This design comes from an exercise in tuning for a short achievable clock period and few clock cycles per item on the open sky130 flow, not from production work. RTL that was checked went through simulation tests only; none was proved equivalent to the original. The flow treats the clock pin as an ideal source. Dropping or thinning the clock tree relies on that and would not hold on a real chip. Power and IR drop assume default switching activity.

==> v28 <==
Design fht8v_ook_codec, start of the top module:
module fht8v_ook_codec (
  input  wire        clk,
  input  wire        rst,
  input  wire        enc_in_valid,
  output wire        enc_in_ready,
  input  wire [47:0] enc_in_msg,
  output wire        enc_out_valid,
  input  wire        enc_out_ready,
  output wire [7:0]  enc_out_byte,
  output wire        enc_out_last,
  input  wire        dec_in_valid,
  output wire        dec_in_ready,
  input  wire [7:0]  dec_in_byte,
  input  wire        dec_in_last,
  input  wire        dec_in_strict,
  output wire        dec_out_valid,
  input  wire        dec_out_ready,
  output wire [47:0] dec_out_msg,
  output wire [1:0]  dec_out_err
);
  ook_encoder u_enc (
    .clk(clk), .rst(rst),
    .in_valid(enc_in_valid), .in_ready(enc_in_ready), .in_msg(enc_in_msg),
    .out_valid(enc_out_valid), .out_ready(enc_out_ready),
    .out_byte(enc_out_byte), .out_last(enc_out_last)
  );
  ook_decoder u_dec (
    .clk(clk), .rst(rst),
    .in_valid(dec_in_valid), .in_ready(dec_in_ready), .in_byte(dec_in_byte),
    .in_last(dec_in_last), .in_strict(dec_in_strict),
    .res_valid(dec_out_valid), .res_ready(dec_out_ready),
  ...
clock: 5.0 ns
lec_check: 0
abc_clock_period_in_ps: 1500
cap_margin: 20
core_margin: 2
core_utilization: 55
cts_buf_list: sky130_fd_sc_hd__clkbuf_16 sky130_fd_sc_hd__clkbuf_8
cts_cluster_diameter: 60
cts_cluster_size: 24
setup_slack_margin: 3.3
slew_margin: 20
standard.sh (not shown) runs the stock make flow with config.mk's settings and CLKGATE_MAP_FILE= SYNTH_SCRIPT=/design/flow/synth_recipe.tcl, a recipe that flattens the netlist after the stock synthesis.
==> flow/flow/run.sh <==
#!/bin/bash
set -euo pipefail
export PRE_CTS_TCL="$PWD/flow/mytree.tcl"
export MT_GROUP=24
export MT_ROOTS=4
bash standard.sh > standard_flow.log 2>&1
Other scripts of this flow, unchanged in this note and not shown: flow/flow/mytree.tcl
==> v9 (differences from v28) <==
--- a/flow/design.v
+++ b/flow/design.v
@@ -12,36 +12,54 @@
   localparam NB = 56;              
   reg        in_rdy;               
   reg        nfull;                
   reg [47:0] nmsg;
   assign in_ready = in_rdy;
   reg          act;                
   reg  [8:0]   prem;               
   reg          eng;                
-  reg  [NB-1:0] bits;              
-  reg  [5:0]   nrem;               
-  reg          v1, v2, v3;         
+  reg  [2:0]   w;                  
+  reg  [2:0]   vw;                 
+  reg  [NB-4:0] body;              
+  reg  [NB-4:0] vbody;             
   reg  [2:0]   r;                  
   reg          rge2, rge4;         
   reg          t;                  
+  reg        qv;
+  reg  [7:0] qb;
+  reg        ql;
   reg        sv;
   reg  [7:0] sb;
   reg        sl;
   reg        oempty;               
   wire space = !sv;
   wire start = space && !act && nfull;
   wire run   = space && act;
   wire inpre = act && !eng;
-  function [NB-1:0] frame_bits(input [47:0] m);
+  function [NB-1:0] frame_all(input [47:0] m);
     integer i;
     begin
-      frame_bits = {NB{1'b0}};
+      frame_all = {NB{1'b0}};
       for (i = 0; i < 6; i = i + 1)
-        frame_bits[NB-1-9*i -: 9] = {m[47-8*i -: 8], ^m[47-8*i -: 8]};
+        frame_all[NB-1-9*i -: 9] = {m[47-8*i -: 8], ^m[47-8*i -: 8]};
+    end
+  endfunction
+  function [2:0] frame_bits_top(input [47:0] m);
+    reg [NB-1:0] a;
+    begin
+      a = frame_all(m);
+      frame_bits_top = a[NB-1:NB-3];
+    end
+  endfunction
+  function [NB-4:0] frame_bits(input [47:0] m);
+    reg [NB-1:0] a;
+    begin
+      a = frame_all(m);
+      frame_bits = a[NB-4:0];
     end
   endfunction
 function [7:0] enc_tab_byte(input [8:0] x);
   case (x)
     9'h000: enc_tab_byte = 8'h00;
     9'h001: enc_tab_byte = 8'h00;
     9'h002: enc_tab_byte = 8'h00;
     9'h003: enc_tab_byte = 8'h00;
@@ -812,109 +830,129 @@
     9'h1bb: enc_tab_st = 7'h09;
     9'h1bc: enc_tab_st = 7'h4e;
     9'h1bd: enc_tab_st = 7'h4e;
     9'h1be: enc_tab_st = 7'h4e;
     9'h1bf: enc_tab_st = 7'h4e;
     default: enc_tab_st = 7'h00;
   endcase
 endfunction
-  wire       b1 = bits[NB-1], b2 = bits[NB-2];
+  wire       b1 = w[2], b2 = w[1];
+  wire       v1 = vw[2], v2 = vw[1], v3 = vw[0];
   wire [14:0] et = {enc_tab_byte({r, t, b1, b2, v1, v2, v3}), enc_tab_st({r, t, b1, b2, v1, v2, v3})};
   wire [7:0] ebyte = et[14:7];
   wire [2:0] r_n   = et[6:4];
   wire       t_n   = et[3];
   wire       elast = et[0];
   wire       one   = b1 ? rge2 : rge4;
   wire       push  = start || run;
   wire [7:0] pbyte = start ? 8'hAA : inpre ? (prem[6] ? 8'hAA : 8'hCC) : ebyte;
   wire       plast = !start && !inpre && elast;
   always @(posedge clk) begin
     if (!nfull)
       nmsg <= in_msg;
+    if (start) begin
+      prem <= 9'h1ff;
+      body  <= frame_bits(nmsg);
+      vbody <= {(NB-3){1'b1}};
+    end else if (run) begin
+      if (inpre)
+        prem <= {1'b0, prem[8:1]};
+      else if (one) begin
+        body  <= {body[NB-5:0], 1'b0};
+        vbody <= {vbody[NB-5:0], 1'b0};
+      end else begin
+        body  <= {body[NB-6:0], 2'b0};
+        vbody <= {vbody[NB-6:0], 2'b0};
+      end
+    end
     if (rst) begin
       in_rdy <= 1'b1;
       nfull  <= 1'b0;
       act    <= 1'b0;
       eng    <= 1'b0;
+      r      <= 3'd0;
+      t      <= 1'b0;
+      rge2   <= 1'b0;
+      rge4   <= 1'b0;
+      w      <= 3'd0;
+      vw     <= 3'd0;
     end else begin
       if (start) begin
         in_rdy <= 1'b1;
         nfull  <= 1'b0;
       end else if (in_valid && !nfull) begin
         in_rdy <= 1'b0;
         nfull  <= 1'b1;
       end
       if (start) begin
         act  <= 1'b1;
-        prem <= 9'h1ff;
-        bits <= frame_bits(nmsg);
-        nrem <= NB;
-        v1   <= 1'b1;
-        v2   <= 1'b1;
-        v3   <= 1'b1;
+        w    <= frame_bits_top(nmsg);
+        vw   <= 3'b111;
         r    <= 3'd6;
         rge2 <= 1'b1;
         rge4 <= 1'b1;
         t    <= 1'b1;
       end else if (run) begin
         if (inpre) begin
-          prem <= {1'b0, prem[8:1]};
           if (!prem[1])
             eng <= 1'b1;
         end else begin
           r    <= r_n;
           t    <= t_n;
           rge2 <= et[2];
           rge4 <= et[1];
           if (one) begin
-            bits <= {bits[NB-2:0], 1'b0};
-            nrem <= nrem - 6'd1;
-            v1   <= (nrem >= 6'd2);
-            v2   <= (nrem >= 6'd3);
-            v3   <= (nrem >= 6'd4);
+            w  <= {w[1:0], body[NB-4]};
+            vw <= {vw[1:0], vbody[NB-4]};
           end else begin
-            bits <= {bits[NB-3:0], 2'b0};
-            nrem <= nrem - 6'd2;
-            v1   <= (nrem >= 6'd3);
-            v2   <= (nrem >= 6'd4);
-            v3   <= (nrem >= 6'd5);
+            w  <= {w[0], body[NB-4:NB-5]};
+            vw <= {vw[0], vbody[NB-4:NB-5]};
           end
           if (elast) begin
             act <= 1'b0;
             eng <= 1'b0;
           end
         end
       end
     end
   end
   always @(posedge clk) begin
+    if (!sv) begin
+      qb <= pbyte;
+      ql <= plast;
+    end
     if (rst) begin
+      qv        <= 1'b0;
       out_valid <= 1'b0;
       oempty    <= 1'b1;
       out_byte  <= 8'd0;
       out_last  <= 1'b0;
       sv        <= 1'b0;
-    end else if (oempty || out_ready) begin
-      if (sv) begin
-        out_valid <= 1'b1;
-        oempty    <= 1'b0;
-        out_byte  <= sb;
-        out_last  <= sl;
-        sv        <= 1'b0;
-      end else begin
-        out_valid <= push;
-        oempty    <= !push;
-        out_byte  <= pbyte;
-        out_last  <= plast;
+    end else begin
+      if (!sv)
+        qv <= push;
+      if (oempty || out_ready) begin
+        if (sv) begin
+          out_valid <= 1'b1;
+          oempty    <= 1'b0;
+          out_byte  <= sb;
+          out_last  <= sl;
+          sv        <= 1'b0;
+        end else begin
+          out_valid <= qv;
+          oempty    <= !qv;
+          out_byte  <= qb;
+          out_last  <= ql;
+        end
+      end else if (!sv) begin
+        sv <= qv;
+        sb <= qb;
+        sl <= ql;
       end
-    end else if (push) begin
-      sv <= 1'b1;
-      sb <= pbyte;
-      sl <= plast;
     end
   end
 endmodule
 module ook_decoder (
   input  wire        clk,
   input  wire        rst,
   input  wire        in_valid,
   output wire        in_ready,
@@ -8170,19 +8208,16 @@
   reg       in_rdy, first;
   reg       in_blk;                
   reg       d0v, d0l, d0s;
   reg [7:0] d0b;
   assign in_ready = in_rdy;
   reg        d1v, d1l, d1s;
   reg [62:0] c1;                   
   reg [2:0]  cs;
-  reg        d2v, d2l, d2s;
-  reg [1:0]  d2n, d2e;
-  reg        d2y1, d2y2;
   reg  [8:0] csel;
   always @(*) begin
     case (cs)
       3'd0:    csel = c1[8:0];
       3'd1:    csel = c1[17:9];
       3'd2:    csel = c1[26:18];
       3'd3:    csel = c1[35:27];
       3'd4:    csel = c1[44:36];
@@ -8201,22 +8236,25 @@
   reg        done;
   reg [47:0] msg;
   reg        rv;                   
   reg        rempty;               
   reg [47:0] rmsg;
   reg [1:0]  rerr;
   reg [47:0] qmsg [0:QN-1];
   reg [1:0]  qerr [0:QN-1];
-  reg [1:0]  qcnt;
+  reg [1:0]  qcnt;                 
   reg        wp, rp;
   reg [2:0]  pend;                 
   assign res_valid = rv;
   assign res_msg   = rmsg;
   assign res_err   = rerr;
+  wire [1:0] d2n  = csel[5:4];
+  wire       d2y1 = csel[3];
+  wire       d2y2 = csel[2];
   reg s3sy, s3a, s3b, s3q1;
   always @(*) begin
     s3sy = sync; s3a = 1'b0; s3b = 1'b0; s3q1 = d2y1;
     if (sync) begin
       s3a = (d2n != 2'd0);
       s3b = (d2n == 2'd2);
     end else if (d2n != 2'd0 && d2y1) begin
       s3sy = 1'b1;
@@ -8260,67 +8298,60 @@
     d1s <= d0s;
     c1  <= {dec_tab6a({d0l, d0b}), dec_tab6b({d0l, d0b}),
             dec_tab5a({d0l, d0b}), dec_tab5b({d0l, d0b}),
             dec_tab4a({d0l, d0b}), dec_tab4b({d0l, d0b}),
             dec_tab3a({d0l, d0b}), dec_tab3b({d0l, d0b}),
             dec_tab2a({d0l, d0b}), dec_tab2b({d0l, d0b}),
             dec_tab1a({d0l, d0b}), dec_tab1b({d0l, d0b}),
             dec_tab0a({d0l, d0b}), dec_tab0b({d0l, d0b})};
-    d2l  <= d1l;
-    d2s  <= d1s;
-    d2n  <= csel[5:4];
-    d2y1 <= csel[3];
-    d2y2 <= csel[2];
-    d2e  <= csel[1:0];
-    d3l  <= d2l;
-    d3s  <= d2s;
+    d3l  <= d1l;
+    d3s  <= d1s;
     d3a  <= s3a;
     d3b  <= s3b;
     d3q1 <= s3q1;
     d3q2 <= d2y2;
-    d3e  <= d2e;
+    d3e  <= csel[1:0];
     d4l  <= d3l;
     d4q1 <= d3q1;
     d4q2 <= d3q2;
     d4d1 <= d3a && !pos[8];
     d4d2 <= d3b && !pos[7];
     d4f1 <= f1;
     d4k1 <= k1;
     d4f2 <= f2;
     d4k2 <= k2;
     d4e  <= d3e;
     if (rst) begin
       in_rdy <= 1'b1;
       in_blk <= 1'b0;
       first  <= 1'b1;
       pend   <= 3'b000;
-      d0v <= 1'b0; d1v <= 1'b0; d2v <= 1'b0; d3v <= 1'b0; d4v <= 1'b0;
+      d0v <= 1'b0; d1v <= 1'b0; d3v <= 1'b0; d4v <= 1'b0;
       cs   <= 3'd0;
       sync <= 1'b0;
       pos  <= 9'd1; nby <= 6'd1; par <= 1'b0;
       done <= 1'b0;
     end else begin
       in_rdy <= (!in_blk && first) ? !pend[RCAP-2] : !pend[RCAP-1];
       in_blk <= (!in_blk && first) ? pend[RCAP-2] : pend[RCAP-1];
       d0v <= in_valid && !in_blk;
       if (in_valid && !in_blk)
         first <= in_last;
       if (take_first && !pop)
         pend <= {pend[1:0], 1'b1};
       else if (!take_first && pop)
         pend <= {1'b0, pend[2:1]};
       d1v <= d0v;
-      d2v <= d1v;
-      d3v <= d2v;
+      d3v <= d1v;
       d4v <= d3v;
       if (d1v)
         cs <= d1l ? 3'd0 : csel[8:6];
-      if (d2v)
-        sync <= d2l ? 1'b0 : s3sy;
+      if (d1v)
+        sync <= d1l ? 1'b0 : s3sy;
       if (d3v) begin
         if (d3l) begin
           pos <= 9'd1; nby <= 6'd1; par <= 1'b0;
         end else begin
           if (d3b) begin
             pos <= pos2;
             par <= p2 ? 1'b0 : par2 ^ d3q2;
           end else if (d3a) begin
@@ -8336,44 +8367,41 @@
           done <= 1'b0;
         else if (s5ev)
           done <= 1'b1;
       end
     end
     if (d4v)
       msg <= s5msg;
   end
+  wire qfree = !qcnt[1];
+  wire qpop  = (rempty || res_ready) && qcnt[0];
   always @(posedge clk) begin
-    if (r6v) begin
+    if (qfree) begin
       qmsg[wp] <= r6m;
       qerr[wp] <= r6e;
     end
     if (rst) begin
       rv <= 1'b0; rempty <= 1'b1; qcnt <= 2'd0; wp <= 1'b0; rp <= 1'b0;
       rmsg <= 48'd0; rerr <= E_OK;
-    end else if (rempty || res_ready) begin
-      if (qcnt != 2'd0) begin
-        rv   <= 1'b1;
-        rempty <= 1'b0;
-        rmsg <= qmsg[rp];
-        rerr <= qerr[rp];
-        rp   <= !rp;
-        if (r6v)
-          wp <= !wp;
-        else
-          qcnt <= qcnt - 2'd1;
-      end else begin
-        rv   <= r6v;
-        rempty <= !r6v;
-        rmsg <= r6m;
-        rerr <= r6e;
+    end else begin
+      if (rempty || res_ready) begin
+        rv     <= qcnt[0];
+        rempty <= !qcnt[0];
+        rmsg   <= qmsg[rp];
+        rerr   <= qerr[rp];
       end
-    end else if (r6v) begin
-      wp   <= !wp;
-      qcnt <= qcnt + 2'd1;
+      if (qpop)
+        rp <= !rp;
+      if (r6v)
+        wp <= !wp;
+      if (r6v && !qpop)
+        qcnt <= {qcnt[0], 1'b1};
+      else if (!r6v && qpop)
+        qcnt <= {1'b0, qcnt[1]};
     end
   end
 endmodule
 module fht8v_ook_codec (
   input  wire        clk,
   input  wire        rst,
   input  wire        enc_in_valid,
   output wire        enc_in_ready,
==> v24 (differences from v28) <==
--- a/flow/design.v
+++ b/flow/design.v
@@ -12,36 +12,54 @@
   localparam NB = 56;              
   reg        in_rdy;               
   reg        nfull;                
   reg [47:0] nmsg;
   assign in_ready = in_rdy;
   reg          act;                
   reg  [8:0]   prem;               
   reg          eng;                
-  reg  [NB-1:0] bits;              
-  reg  [5:0]   nrem;               
-  reg          v1, v2, v3;         
+  reg  [2:0]   w;                  
+  reg  [2:0]   vw;                 
+  reg  [NB-4:0] body;              
+  reg  [NB-4:0] vbody;             
   reg  [2:0]   r;                  
   reg          rge2, rge4;         
   reg          t;                  
+  reg        qv;
+  reg  [7:0] qb;
+  reg        ql;
   reg        sv;
   reg  [7:0] sb;
   reg        sl;
   reg        oempty;               
   wire space = !sv;
   wire start = space && !act && nfull;
   wire run   = space && act;
   wire inpre = act && !eng;
-  function [NB-1:0] frame_bits(input [47:0] m);
+  function [NB-1:0] frame_all(input [47:0] m);
     integer i;
     begin
-      frame_bits = {NB{1'b0}};
+      frame_all = {NB{1'b0}};
       for (i = 0; i < 6; i = i + 1)
-        frame_bits[NB-1-9*i -: 9] = {m[47-8*i -: 8], ^m[47-8*i -: 8]};
+        frame_all[NB-1-9*i -: 9] = {m[47-8*i -: 8], ^m[47-8*i -: 8]};
+    end
+  endfunction
+  function [2:0] frame_bits_top(input [47:0] m);
+    reg [NB-1:0] a;
+    begin
+      a = frame_all(m);
+      frame_bits_top = a[NB-1:NB-3];
+    end
+  endfunction
+  function [NB-4:0] frame_bits(input [47:0] m);
+    reg [NB-1:0] a;
+    begin
+      a = frame_all(m);
+      frame_bits = a[NB-4:0];
     end
   endfunction
 function [7:0] enc_tab_byte(input [8:0] x);
   case (x)
     9'h000: enc_tab_byte = 8'h00;
     9'h001: enc_tab_byte = 8'h00;
     9'h002: enc_tab_byte = 8'h00;
     9'h003: enc_tab_byte = 8'h00;
@@ -812,109 +830,129 @@
     9'h1bb: enc_tab_st = 7'h09;
     9'h1bc: enc_tab_st = 7'h4e;
     9'h1bd: enc_tab_st = 7'h4e;
     9'h1be: enc_tab_st = 7'h4e;
     9'h1bf: enc_tab_st = 7'h4e;
     default: enc_tab_st = 7'h00;
   endcase
 endfunction
-  wire       b1 = bits[NB-1], b2 = bits[NB-2];
+  wire       b1 = w[2], b2 = w[1];
+  wire       v1 = vw[2], v2 = vw[1], v3 = vw[0];
   wire [14:0] et = {enc_tab_byte({r, t, b1, b2, v1, v2, v3}), enc_tab_st({r, t, b1, b2, v1, v2, v3})};
   wire [7:0] ebyte = et[14:7];
   wire [2:0] r_n   = et[6:4];
   wire       t_n   = et[3];
   wire       elast = et[0];
   wire       one   = b1 ? rge2 : rge4;
   wire       push  = start || run;
   wire [7:0] pbyte = start ? 8'hAA : inpre ? (prem[6] ? 8'hAA : 8'hCC) : ebyte;
   wire       plast = !start && !inpre && elast;
   always @(posedge clk) begin
     if (!nfull)
       nmsg <= in_msg;
+    if (start) begin
+      prem <= 9'h1ff;
+      body  <= frame_bits(nmsg);
+      vbody <= {(NB-3){1'b1}};
+    end else if (run) begin
+      if (inpre)
+        prem <= {1'b0, prem[8:1]};
+      else if (one) begin
+        body  <= {body[NB-5:0], 1'b0};
+        vbody <= {vbody[NB-5:0], 1'b0};
+      end else begin
+        body  <= {body[NB-6:0], 2'b0};
+        vbody <= {vbody[NB-6:0], 2'b0};
+      end
+    end
     if (rst) begin
       in_rdy <= 1'b1;
       nfull  <= 1'b0;
       act    <= 1'b0;
       eng    <= 1'b0;
+      r      <= 3'd0;
+      t      <= 1'b0;
+      rge2   <= 1'b0;
+      rge4   <= 1'b0;
+      w      <= 3'd0;
+      vw     <= 3'd0;
     end else begin
       if (start) begin
         in_rdy <= 1'b1;
         nfull  <= 1'b0;
       end else if (in_valid && !nfull) begin
         in_rdy <= 1'b0;
         nfull  <= 1'b1;
       end
       if (start) begin
         act  <= 1'b1;
-        prem <= 9'h1ff;
-        bits <= frame_bits(nmsg);
-        nrem <= NB;
-        v1   <= 1'b1;
-        v2   <= 1'b1;
-        v3   <= 1'b1;
+        w    <= frame_bits_top(nmsg);
+        vw   <= 3'b111;
         r    <= 3'd6;
         rge2 <= 1'b1;
         rge4 <= 1'b1;
         t    <= 1'b1;
       end else if (run) begin
         if (inpre) begin
-          prem <= {1'b0, prem[8:1]};
           if (!prem[1])
             eng <= 1'b1;
         end else begin
           r    <= r_n;
           t    <= t_n;
           rge2 <= et[2];
           rge4 <= et[1];
           if (one) begin
-            bits <= {bits[NB-2:0], 1'b0};
-            nrem <= nrem - 6'd1;
-            v1   <= (nrem >= 6'd2);
-            v2   <= (nrem >= 6'd3);
-            v3   <= (nrem >= 6'd4);
+            w  <= {w[1:0], body[NB-4]};
+            vw <= {vw[1:0], vbody[NB-4]};
           end else begin
-            bits <= {bits[NB-3:0], 2'b0};
-            nrem <= nrem - 6'd2;
-            v1   <= (nrem >= 6'd3);
-            v2   <= (nrem >= 6'd4);
-            v3   <= (nrem >= 6'd5);
+            w  <= {w[0], body[NB-4:NB-5]};
+            vw <= {vw[0], vbody[NB-4:NB-5]};
           end
           if (elast) begin
             act <= 1'b0;
             eng <= 1'b0;
           end
         end
       end
     end
   end
   always @(posedge clk) begin
+    if (!sv) begin
+      qb <= pbyte;
+      ql <= plast;
+    end
     if (rst) begin
+      qv        <= 1'b0;
       out_valid <= 1'b0;
       oempty    <= 1'b1;
       out_byte  <= 8'd0;
       out_last  <= 1'b0;
       sv        <= 1'b0;
-    end else if (oempty || out_ready) begin
-      if (sv) begin
-        out_valid <= 1'b1;
-        oempty    <= 1'b0;
-        out_byte  <= sb;
-        out_last  <= sl;
-        sv        <= 1'b0;
-      end else begin
-        out_valid <= push;
-        oempty    <= !push;
-        out_byte  <= pbyte;
-        out_last  <= plast;
+    end else begin
+      if (!sv)
+        qv <= push;
+      if (oempty || out_ready) begin
+        if (sv) begin
+          out_valid <= 1'b1;
+          oempty    <= 1'b0;
+          out_byte  <= sb;
+          out_last  <= sl;
+          sv        <= 1'b0;
+        end else begin
+          out_valid <= qv;
+          oempty    <= !qv;
+          out_byte  <= qb;
+          out_last  <= ql;
+        end
+      end else if (!sv) begin
+        sv <= qv;
+        sb <= qb;
+        sl <= ql;
       end
-    end else if (push) begin
-      sv <= 1'b1;
-      sb <= pbyte;
-      sl <= plast;
     end
   end
 endmodule
 module ook_decoder (
   input  wire        clk,
   input  wire        rst,
   input  wire        in_valid,
   output wire        in_ready,
@@ -8201,17 +8239,17 @@
   reg        done;
   reg [47:0] msg;
   reg        rv;                   
   reg        rempty;               
   reg [47:0] rmsg;
   reg [1:0]  rerr;
   reg [47:0] qmsg [0:QN-1];
   reg [1:0]  qerr [0:QN-1];
-  reg [1:0]  qcnt;
+  reg [1:0]  qcnt;                 
   reg        wp, rp;
   reg [2:0]  pend;                 
   assign res_valid = rv;
   assign res_msg   = rmsg;
   assign res_err   = rerr;
   reg s3sy, s3a, s3b, s3q1;
   always @(*) begin
     s3sy = sync; s3a = 1'b0; s3b = 1'b0; s3q1 = d2y1;
@@ -8336,44 +8374,41 @@
           done <= 1'b0;
         else if (s5ev)
           done <= 1'b1;
       end
     end
     if (d4v)
       msg <= s5msg;
   end
+  wire qfree = !qcnt[1];
+  wire qpop  = (rempty || res_ready) && qcnt[0];
   always @(posedge clk) begin
-    if (r6v) begin
+    if (qfree) begin
       qmsg[wp] <= r6m;
       qerr[wp] <= r6e;
     end
     if (rst) begin
       rv <= 1'b0; rempty <= 1'b1; qcnt <= 2'd0; wp <= 1'b0; rp <= 1'b0;
       rmsg <= 48'd0; rerr <= E_OK;
-    end else if (rempty || res_ready) begin
-      if (qcnt != 2'd0) begin
-        rv   <= 1'b1;
-        rempty <= 1'b0;
-        rmsg <= qmsg[rp];
-        rerr <= qerr[rp];
-        rp   <= !rp;
-        if (r6v)
-          wp <= !wp;
-        else
-          qcnt <= qcnt - 2'd1;
-      end else begin
-        rv   <= r6v;
-        rempty <= !r6v;
-        rmsg <= r6m;
-        rerr <= r6e;
+    end else begin
+      if (rempty || res_ready) begin
+        rv     <= qcnt[0];
+        rempty <= !qcnt[0];
+        rmsg   <= qmsg[rp];
+        rerr   <= qerr[rp];
       end
-    end else if (r6v) begin
-      wp   <= !wp;
-      qcnt <= qcnt + 2'd1;
+      if (qpop)
+        rp <= !rp;
+      if (r6v)
+        wp <= !wp;
+      if (r6v && !qpop)
+        qcnt <= {qcnt[0], 1'b1};
+      else if (!r6v && qpop)
+        qcnt <= {1'b0, qcnt[1]};
     end
   end
 endmodule
 module fht8v_ook_codec (
   input  wire        clk,
   input  wire        rst,
   input  wire        enc_in_valid,
   output wire        enc_in_ready,
==> flow/config.mk (replaced) <==
export PLATFORM = sky130hd
export DESIGN_NAME = fht8v_ook_codec
export DESIGN_NICKNAME = fht8v_ook_codec
export VERILOG_FILES = /design/flow/design.v
export SDC_FILE = /design/flow/constraint.sdc
export NUM_CORES = 4
export LEC_CHECK = 0
export ABC_CLOCK_PERIOD_IN_PS = 1500
export CAP_MARGIN = 20
export CORE_MARGIN = 2
export CORE_UTILIZATION = 72
export CTS_BUF_LIST = sky130_fd_sc_hd__clkbuf_16 sky130_fd_sc_hd__clkbuf_8
export CTS_CLUSTER_DIAMETER = 60
export CTS_CLUSTER_SIZE = 24
export SETUP_SLACK_MARGIN = 3.3
export SLEW_MARGIN = 20
==> notes <==
Wire length, highest first: v24, v28, v9.
Clock power: v24 > v9 > v28.
Of v28 and v9, v28 has the higher global-route usage (gap 1.7 points).
Synthesized area: v24 is larger than v28 (6.8%).
Register-to-register slack, highest first: v9, v24, v28.
The lowest sequential share of layout area belongs to v28, the highest to v24.
Between v28 and v9, the lower die area is in v28 (gap about 6%, measured against v9).
Of v28 and v24, v28 has the higher critical path depth (gap 6).
Combinational power: v28 < v24 < v9.
v24 completed with no timing, DRC or antenna violations. v9 ran to the end with no violations. v28 went through all stages and came out clean.
==> figures <==
quantity	v9	v28	v24
Status	timing/DRC/antenna clean	timing/DRC/antenna clean	timing/DRC/antenna clean
Clk. pwr	2230 µW	1990 µW	2290 µW
Final non-filler cell total	2,622	2,534	2,496
Kind of critical path	reg -> out	reg -> reg	reg -> out
Worst slew pin tran	0.766 ns	0.667 ns	1.04 ns
Synth-to-layout area growth	19.5%	34.3%	20.4%
Data arrival, critical path	0.83 ns	2.16 ns	0.89 ns
Number of vias per cell	5.72	5.89	6.61
Post-place instance area	23,500 µm²	22,000 µm²	23,400 µm²
Pin count of the biggest net entering global routing	67	98	60
Wire length the detailed router placed on met1	22,800 µm	22,300 µm	21,600 µm
Final Cycle Share	36.6%	38.7%	37.8%
Sequential standard cell area	13,200 µm²	12,400 µm²	13,300 µm²
Post-detailed-route wirelength per cell	18.5 µm	21.0 µm	23.3 µm
Final HPWL DP	26,800 µm	25,200 µm	26,300 µm
Top-area cell type share of the netlist area	36.8%	41.4%	36.6%
Post-synthesis cell area	21,600 µm²	20,400 µm²	21,700 µm²
Most common cell after layout, fill and taps aside	sky130_fd_sc_hd__nand2_1	sky130_fd_sc_hd__edfxtp_1	sky130_fd_sc_hd__nand2_1
Worst Setup Slack post-DPL	1.78 ns	1.72 ns	2.25 ns
Nets	2,176	2,143	2,178
Testbench counts of v28, summed over its fixed seeds: cycles 33,878, items 768.
Testbench counts of v24, summed over its fixed seeds: cycles 33,894, items 768.
Only the layout flow was run in v9; the RTL was not checked for function there. In every run of this note, the design's own scripts or RTL, not TritonCTS, make the clock network.

## re-timing with driven ports
How much do the figures lean on ideal ports? The routed layouts below were timed once more, with nothing changed but the port constraints.
Step 1 assumes that a clkbuf_16 drives the clock port and a buf_2 every other input.
Step 2 moves the port delays by t, midway between the first and last clock arrival at a register: inputs arrive t later, outputs are due t later. That takes back most of the time a late clock gives input paths.
Slacks: no drivers / after step 1 / after step 2; pairs: no drivers / after step 1.
run | t, ns | slack for setup (ns) | hold WS [ns] | worst setup path at the end
v28 | 0.449 | 3.065 / 3.042 / 2.724 | 0.319 / 0.320 / 0.320 | input to register
v9 | 0.457 | 3.169 / 3.055 / 2.898 | 0.331 / 0.331 / 0.331 | input to register
v24 | 0.465 | 3.110 / 2.995 / 2.724 | 0.334 / 0.334 / 0.334 | input to register
After both steps setup and hold are still met in every run listed. The setup slack of v24, which loses most, moves by -0.115 ns with the drivers and by -0.386 ns with both steps.
